Source: an optimization exercise on an open RTL-to-GDS flow (aim: small area, a short achievable clock period and few clock cycles). Production flows keep margins and buffers that such runs may drop.
Only simulation tests tie the RTL to the original design; equivalence was not proved.
Power is estimated from default activity; no workload was simulated.

==> design/flow/design.v <==
module evsub_tga (
    input  wire        clk,
    input  wire        rst_n,       
    input  wire        tirq,        
    input  wire        sf_valid,    
    output wire        sf_ready,    
    input  wire [73:0] sf_data,     
    input  wire        sf_err,      
    output wire        ev_valid,    
    input  wire        ev_ready,    
    output wire [39:0] ev_data,     
    output wire        halted       
);
    localparam [2:0] K_PPRESS = 3'd0;
    localparam [2:0] K_PMOVE  = 3'd1;
    localparam [2:0] K_PREL   = 3'd2;
    localparam [2:0] K_PEXIT  = 3'd3;
    localparam [2:0] K_KPRESS = 3'd4;
    localparam [2:0] K_KREL   = 3'd5;
    function [1:0] keyzone;
        input [15:0] x;
        begin
            if (x < 16'd107)      keyzone = 2'd0;
            else if (x < 16'd214) keyzone = 2'd1;
            else if (x < 16'd320) keyzone = 2'd2;
            else                  keyzone = 2'd3;
        end
    endfunction
    reg tirq_q;
    reg tirq_pend;
    reg in_sess;
    reg halt_r;
    wire tirq_fall = tirq_q & ~tirq;
    wire start     = ~in_sess & ~halt_r & (tirq_pend | tirq_fall);
    reg        hv, tv;
    reg [24:0] hp0, hp1, tp0, tp1;
    reg [3:0]  hc, tc;
    assign sf_ready = in_sess & ~tv;
    wire take     = sf_valid & sf_ready;
    wire take_ok  = take & ~sf_err;
    wire [1:0]  in_n  = sf_data[73:72];
    wire [32:0] in_q0 = sf_data[68:36];    
    wire [32:0] in_q1 = sf_data[32:0];
    wire in_v0 = in_n[1] | in_n[0];
    wire in_v1 = in_n[1];
    wire in_g0 = (in_q0[15:8] == 8'd0) & (in_q0[7:4] != 4'hF);
    wire in_g1 = (in_q1[15:8] == 8'd0) & (in_q1[7:4] != 4'hF);
    wire [1:0] in_z0 = keyzone(in_q0[31:16]);
    wire [1:0] in_z1 = keyzone(in_q1[31:16]);
    wire in_k0 = (in_z0 != 2'd3);
    wire in_k1 = (in_z1 != 2'd3);
    wire [24:0] in_p0 = {in_q0[32:16], in_q0[7:2], in_g0 ? in_q0[1:0] : in_z0};
    wire [24:0] in_p1 = {in_q1[32:16], in_q1[7:2], in_g1 ? in_q1[1:0] : in_z1};
    wire [3:0] in_c = {in_v1 & (in_g1 | in_k1), in_v1 & ~in_g1,
                       in_v0 & (in_g0 | in_k0), in_v0 & ~in_g0};
    always @(posedge clk) begin
        tirq_q <= tirq;
        if (!rst_n) begin
            tirq_pend <= 1'b0;
            in_sess   <= 1'b0;
            halt_r    <= 1'b0;
        end else begin
            tirq_pend <= start ? (tirq_pend & tirq_fall) : (tirq_pend | tirq_fall);
            if (take) begin
                if (sf_err) begin
                    halt_r  <= 1'b1;
                    in_sess <= 1'b0;
                end else if (in_n == 2'd0) begin
                    in_sess <= 1'b0;
                end
            end else if (start) begin
                in_sess <= 1'b1;
            end
        end
    end
    assign halted = halt_r;
    reg  [1:0]  active;
    reg         ptr_valid;
    reg         ptr_id;
    reg  [23:0] lc, lo;
    reg         cid, vc, vo;
    reg  [4:0]  done;               
    reg  [1:0]  wr;                 
    reg         outv;
    reg  [2:0]  o_kind;
    reg  [1:0]  o_key;
    reg         o_show;             
    wire [23:0] o_xy = lc & {24{o_show}};
    assign ev_valid = outv;
    assign ev_data  = {2'b00, o_kind, o_key, 1'b0, o_xy[23:8], 8'd0, o_xy[7:0]};
    wire        v0  = hc[1] | hc[0];
    wire        v1  = hc[3] | hc[2];
    wire        id0 = hp0[24];
    wire        id1 = hp1[24];
    wire [23:0] xy0 = hp0[23:0];        
    wire [23:0] xy1 = hp1[23:0];
    wire [1:0] kz0 = hp0[1:0];          
    wire [1:0] kz1 = hp1[1:0];
    wire eqAc = vc & (xy0 == lc);
    wire eqAo = vo & (xy0 == lo);
    wire eqBc = vc & (xy1 == lc);
    wire eqBo = vo & (xy1 == lo);
    wire eqL0 = (id0 == cid) ? eqAc : eqAo;      
    wire eqL1 = (id1 == cid) ? eqBc : eqBo;      
    wire same = (id0 == id1);
    wire G0 = hc[1] & ~hc[0];
    wire G1 = hc[3] & ~hc[2];
    wire B0 = hc[1] &  hc[0];
    wire B1 = hc[3] &  hc[2];
    wire act_id0 = id0 ? active[1] : active[0];
    wire act_id1 = id1 ? active[1] : active[0];
    wire set0  = G0 & ~ptr_valid & ~act_id0;
    wire pv1   = ptr_valid | set0;
    wire pid1  = set0 ? id0 : ptr_id;
    wire c_g0  = G0 & pv1 & (pid1 == id0);
    wire e_g0  = c_g0 & ~eqL0;
    wire set1  = G1 & ~pv1 & ~act_id1;
    wire pv2   = pv1 | set1;
    wire pid2  = set1 ? id1 : pid1;
    wire c_g1  = G1 & pv2 & (pid2 == id1);
    wire g0m   = e_g0 & same & ~done[0];
    wire e_g1  = c_g1 & (g0m | ~eqL1);
    wire act1_id1 = act_id1 | wr[id1] | g0m;
    wire ptr_id0 = pv2 & (pid2 == id0);
    wire ptr_id1 = pv2 & (pid2 == id1);
    wire e_b0  = B0 & ~ptr_id0 & ~act_id0;
    wire e_b1  = B1 & ~ptr_id1 & ~act_id1 & ~(e_b0 & same);
    wire [1:0] proc = {(v0 & id0) | (v1 & id1), (v0 & ~id0) | (v1 & ~id1)};
    wire r0  = active[0] & ~proc[0];
    wire r1  = active[1] & ~proc[1];
    wire rp0 = r0 & pv2 & ~pid2;
    wire rp1 = r1 & pv2 & pid2;
    wire [5:0] f   = {r1, r0, e_b1, e_b0, e_g1, e_g0};
    wire [5:0] rem = f & ~{1'b0, done};
    wire [5:0] sel = rem & ~{rem[4:0], 1'b0} & ~{rem[3:0], 2'b0} & ~{rem[2:0], 3'b0}
                         & ~{rem[1:0], 4'b0} & ~{rem[0], 5'b0};
    wire [2:0] n_kind = (sel[0] ? {2'b00, act_id0}  : 3'd0)
                      | (sel[1] ? {2'b00, act1_id1} : 3'd0)
                      | ((sel[2] | sel[3]) ? K_KPRESS : 3'd0)
                      | (sel[4] ? (rp0 ? K_PREL : K_KREL) : 3'd0)
                      | (sel[5] ? (rp1 ? K_PREL : K_KREL) : 3'd0);
    wire [1:0] n_key  = (sel[2] ? kz0 : 2'd0)
                      | (sel[3] ? kz1 : 2'd0)
                      | ((sel[4] & ~rp0) ? (cid ? lo[1:0] : lc[1:0]) : 2'd0)
                      | ((sel[5] & ~rp1) ? (cid ? lc[1:0] : lo[1:0]) : 2'd0);
    wire n_show = sel[0] | sel[1] | (sel[4] & rp0) | (sel[5] & rp1);
    wire none   = (rem == 6'd0);
    wire lastev = ((rem & ~sel) == 6'd0);
    wire o_rel  = o_show & (o_kind == K_PREL);
    wire load   = ~outv | (ev_ready & ~o_rel);
    wire pop    = hv & (none | (load & lastev));
    wire ld     = hv & ~none & load;
    wire wid  = sel[1] ? id1 : id0;
    wire wany = sel[0] | sel[1];
    wire [1:0] wnow = {wany & wid, wany & ~wid};
    wire [1:0] know = {(sel[2] & id0) | (sel[3] & id1), (sel[2] & ~id0) | (sel[3] & ~id1)};
    wire kid  = sel[3] ? id1 : id0;
    wire kany = sel[2] | sel[3];
    wire [1:0] act_n = proc & (active | wr | wnow | know | {e_b0 & id0, e_b0 & ~id0}
                                                         | {e_b1 & id1, e_b1 & ~id1});
    wire       pv_n  = pv2 & ~(rp0 | rp1);
    always @(posedge clk) begin
        if (!rst_n) begin
            hv        <= 1'b0;
            tv        <= 1'b0;
            outv      <= 1'b0;
            done      <= 5'd0;
            wr        <= 2'b00;
            active    <= 2'b00;
            ptr_valid <= 1'b0;
            ptr_id    <= 1'b0;
            vc        <= 1'b0;
            vo        <= 1'b0;
            cid       <= 1'b0;
        end else begin
            if (~hv | pop)
                hv <= tv | take_ok;
            if (tv)
                tv <= ~(~hv | pop);
            else
                tv <= take_ok & hv & ~pop;
            if (ld)
                outv <= 1'b1;
            else if (ev_ready & ~o_rel)
                outv <= 1'b0;
            if (pop) begin
                done <= 5'd0;
                wr   <= 2'b00;
                if (~v0) begin
                    active    <= 2'b00;
                    ptr_valid <= 1'b0;
                    ptr_id    <= 1'b0;
                end else begin
                    active    <= act_n;
                    ptr_valid <= pv_n;
                    ptr_id    <= pid2;
                end
            end else if (ld) begin
                done <= done | {|sel[5:4], |sel[5:3], |sel[5:2], |sel[5:1], |sel[5:0]};
                wr   <= wr | wnow | know;
            end
            if (pop & ~v0) begin
                vc <= 1'b0;
                vo <= 1'b0;
            end else if (ld & wany) begin
                vc  <= 1'b1;
                cid <= wid;
                if (wid != cid) vo <= vc;
            end else if (ld & kany) begin
                if (kid == cid) vc <= 1'b0;
                else            vo <= 1'b0;
            end
        end
    end
    always @(posedge clk) begin
        if (~hv | pop) begin
            if (tv) begin
                hp0 <= tp0; hp1 <= tp1; hc <= tc;
            end else begin
                hp0 <= in_p0; hp1 <= in_p1; hc <= in_c;
            end
        end
        if (take) begin
            tp0 <= in_p0; tp1 <= in_p1; tc <= in_c;
        end
        if (ld) begin
            o_kind <= n_kind;
            o_key  <= n_key;
            o_show <= n_show;
        end else if (ev_ready & o_rel) begin
            o_kind <= K_PEXIT;
            o_show <= 1'b0;
        end
        if (ld & wany) begin
            lc <= sel[0] ? xy0 : xy1;
            if (wid != cid) lo <= lc;
        end else if (ld & kany) begin
            if (kid == cid) lc[1:0] <= sel[2] ? kz0 : kz1;
            else            lo[1:0] <= sel[2] ? kz0 : kz1;
        end
    end
endmodule
==> design/flow/flow/run.sh <==
#!/bin/bash
set -euo pipefail
export BUFFER_PORTS_ARGS="-buffer_cell sky130_fd_sc_hd__buf_1"
export SETUP_SLACK_MARGIN=7.5
bash standard.sh > flow_standard.log 2>&1
==> design/flow/standard.sh <==
#!/bin/bash
# synth_recipe.tcl (not shown) runs the flow's synth.tcl, then flattens the netlist and writes it again
# the make line also repeats each setting of config.mk as NAME=value (left out here)
make -C /OpenROAD-flow-scripts/flow DESIGN_CONFIG=/design/flow/config.mk WORK_HOME=/design/flow/orfs CLKGATE_MAP_FILE= SYNTH_SCRIPT=/design/flow/synth_recipe.tcl "${@:-finish}"
==> design/flow/config.mk <==
export PLATFORM = sky130hd
export DESIGN_NAME = evsub_tga
export DESIGN_NICKNAME = evsub_tga
export VERILOG_FILES = /design/flow/design.v
export SDC_FILE = /design/flow/constraint.sdc
export NUM_CORES = 4
export LEC_CHECK = 0
export CAP_MARGIN = 40
export CORE_MARGIN = 2
export CORE_UTILIZATION = 60
export SLEW_MARGIN = 40
==> design/flow/constraint.sdc <==
create_clock -name core_clock -period 11.0 [get_ports {clk}]
set_input_delay 2.2000 -clock core_clock [delete_from_list [all_inputs] [get_ports {clk}]]
set_output_delay 2.2000 -clock core_clock [all_outputs]
set_load 0.01 [all_outputs]
==> results.txt <==
* DRC Markers at 0
* Critical Path End: ev_data[22]
* Fin. max-slew vios at 0
* Tmin final at roughly 3.6 ns
* Worst skew pair latency at between 0.4 and 0.5 ns
* Die width at 128 um
* Final hold slack at approximately 0.50 ns
* Worst-Margin Slew at about 0.76 ns
* CTS buffer count at 17
* Peak VDD IR at about 0.13 mV
* Crit path capture type: output pin
* Start point of the worst hold path: wr[1]$_SDFFE_PP0P_
* Sequential area share after synthesis at between 50% and 60%
* HPWL after DPL at roughly 16000 um
* Antenna violations before repair at 0
* Grt met3 use at 6.03%
* First-pass GRT wire length at about 35000 um
* Full die area at approximately 16000 um^2
* Reg clk slew, reported paths at 0.07 ns
* Drt total wl at between 20000 and 25000 um
* RR Endpoint: lc[0]$_DFFE_PP_
* Avg WL per Cell at 21.4 um
* Mapped Cells at 752
* FF-to-FF setup slack at 7.58 ns
* Critical path arrival at roughly 1.4 ns
* Hold_buf cts at 0
* CTS tree: done
* Worst setup path class: flop to output pin
* # Max-Cap Violations at 0
* Worst Path Required at approximately 8.8 ns
* Worst flop-to-flop path startpoint: hc[0]$_DFFE_PN_
* M1 GR Usage at about 42%
* 1st-iter DRT viols at around 770
* # IOs at approximately 120
* Synth unique cells at 72
* Lkg Pwr at about 3.6 nW
* PortBufs at about 110
* GR Util met2 at about 43%
* Most frequent cells in the layout: 162 x edfxtp_1, 104 x buf_1, 87 x nand2_1
* Ys async rst share at 0%
* Period utilisation layout at between 30% and 40%
* Post-synth EDFFs at roughly 160
* Final hold violation count at 0
* Slew HR at slightly below 50%
* Avg Cell Area, Syn at between 10 and 15 um^2
* Placer congestion estimate at 0.943
* Number of synthesis warnings at 1
* Num rows at 45
* Net count, final at 961
* CTS max path bufs at 2
* Initial core utilization at 60.9%
* Main synth FF type: edfxtp_1
* Maximum clock frequency at around 280 MHz
* TNS Setup at 0 ns
* Clock root cell: clkbuf_16
* Global routing's busiest layer: met2
* Vias per inst at ~6.1
* Placeable Area at about 15000 um^2
* Htree depth at 4
* Clock Skews at between 0.01 and 0.015 ns
* Chip height at 128 um
* Register Area at approximately 5300 um^2
* Outcome: no timing/DRC/antenna violations
* Register-to-Register Path Depth at 9
* Global route overflow at 0
* # clock sinks at about 180
* # fillers at around 1100
* Total global-route track usage at approximately 29%
* Min-delay worst type: flop to flop
* Post-Syn Area at 9160 um^2
* # setup viols final at 0
* Largest net degree at the start of global routing at between 50 and 60
* Layout cells sized above 1 at ~18%
* Crit. Startpoint: o_show$_SDFFCE_PN0P_
* FF+latch count, synth at around 180
* Detailed-route via count at 6590
* Antenna Cells at 0
* Startpoint Class: flop
* Largest fanout on the critical path at 13
* Vias in the first global route at ~6200
* TritonRoute pass-1 iters at 5
* PD cells at 138 nW/um^2
* Multi-input logic area at between 3000 and 4000 um^2
* RSZ-0062 raised after global routing: yes
* Antenna Nets Post-Route at 0
* Syn-to-layout area delta at 16.9%
* Commonest non-fill, non-tap cell in the layout: edfxtp_1
[through the flow]
stage | setup slack [ns] | total power, mW | utilization, % | area, um^2 | cells
finish | 7.42 | 1.47 | 71.2 | 10700 | 1082
global placement | 6.61 | 0.872 | 65.0 | 9770 | 1025
CTS | 7.42 | 1.48 | 70.2 | 10500 | 1070
detailed placement | 6.76 | 0.875 | 65.1 | 9780 | 1026
floorplan | 7.26 | 0.844 | - | 9290 | 762
global route | 7.36 | 1.52 | 71.2 | 10700 | 1082
[worst max-delay path, cell delays in order, from the launching register on]
cell and delay [ns]:
edfxtp_1 0.44, buf_12 0.18, and2_1 0.19, buf_1 0.14
[logic make-up (layout without fill, tap and decap cells)]
family                   Yosys count  in the layout  share of synthesized area [%]
AO/OA/AOI/OAI                    112            112                           8.61
other                              1             11                         0.0410
buffers and inverters             50            179                           2.68
AND/OR/NAND/NOR                  244            247                           13.7
XOR/XNOR                          99             99                           9.47
multiplexers                      62             62                           7.61
flip-flops                       183            183                           57.7
adder cells (fa/ha/maj)            1              1                          0.109
[registers in the layout, indices dropped and copies added (netlist names), 2 cells and up]
name / flops
active: 2
hp1: 25
hp0: 25
done: 5
tp1: 25
wr: 2
tc: 4
hc: 4
o_key: 2
lc: 24
tp0: 25
o_kind: 3
lo: 24
[worst min path at each step]
stage                                      end  slack (ns)  cells past startpoint
after global placement    done[0]$_SDFFE_PP0P_        0.45                      1
final                       wr[1]$_SDFFE_PP0P_        0.50                      1
after floorplan           done[0]$_SDFFE_PP0P_        0.44                      1
after CTS                 done[0]$_SDFFE_PP0P_        0.49                      1
after global routing        wr[1]$_SDFFE_PP0P_        0.52                      1
after detailed placement  done[0]$_SDFFE_PP0P_        0.47                      1
[synth_stat cells, drive strengths merged, types with 3 or more instances]
library cell    n  area share, %
buf            24            1.6
nand4          21            1.4
o21a           10           0.82
dfxtp          21            4.6
o22a            3           0.29
or2             3           0.21
or4             4           0.33
clkbuf         11           0.46
inv            14           0.57
xor2           19            1.8
o21bai          3           0.25
a31oi           5           0.34
a22oi           3           0.25
nor2b           9           0.61
a21o            4           0.34
o211ai          8           0.66
edfxtp        162             53
a21oi          29            1.6
nor2           23           0.97
nor3b           4           0.33
mux2i           4           0.44
nand2          94            3.9
o2111ai         3           0.29
mux2           58            7.2
nor3           13           0.77
nand2b          4           0.27
o21ai          22            1.2
nand3          16           0.87
xnor2          80            7.7
nor4           13           0.89
and2           30            2.1
[layout make-up]
class | instances | area share (%)
Clock buffer | 18 | 4.21
Clock inverter | 14 | 1.40
Inverter | 15 | 0.561
Multi-Input combinational cell | 532 | 36.0
Sequential cell | 183 | 49.4
Tap cell | 188 | 2.20
Timing Repair Buffer | 132 | 6.23
[power by group]
group | leakage (nW) | internal [mW] | total, mW | switching (mW)
registers | 1.70 | 0.772 | 0.788 | 0.0164
logic | 1.58 | 0.0341 | 0.0776 | 0.0434
clock network | 0.296 | 0.317 | 0.607 | 0.291
total | 3.58 | 1.12 | 1.47 | 0.351
[metal layers]
metal	vias to the layer above	part of all wire [%]
li1	3020	-
met1	3152	44
met2	379	45
met3	39	8.8
met4	0	2.4
met5	-	0
[repair_timing]
item / 4_1_cts / 5_1_grt
cloned: 3 / 1
resized for setup: 13 / 8
setup buffers: 9 / 11
endpoints found under the setup margin: 159 / 85
pin swaps: 3 / 6
Testbench counts, summed over its fixed seeds: cycles 9,358.

port drivers added, routing unchanged:
The results above use ideal ports. As a check the final layout listed here was re-extracted and re-timed, cells and wires unchanged.
Step 1 sets driving cells, clkbuf_16 on the clock port and buf_2 on the other inputs (assumed; they add their load-dependent delay and slew).
Step 2, shift: input delay + t, output delay - t, t = (earliest + latest rising clock arrival at the registers) / 2. This alone moves slack from input paths to output paths.
Slacks: no drivers / after step 1 / after step 2; pairs: no drivers / after step 1.
t (ns): 0.472
setup slack, ns: 7.419 / 7.375 / 7.114
slew at the worst register clock pin (ns): 0.08 / 0.08
worst slew at a driven data input, ns: 0.04
pins driven straight from the clock port: 1
After both steps this run still meets setup and hold. For this run, drivers alone change the setup slack by -0.044 ns; drivers and shift together by -0.305 ns.
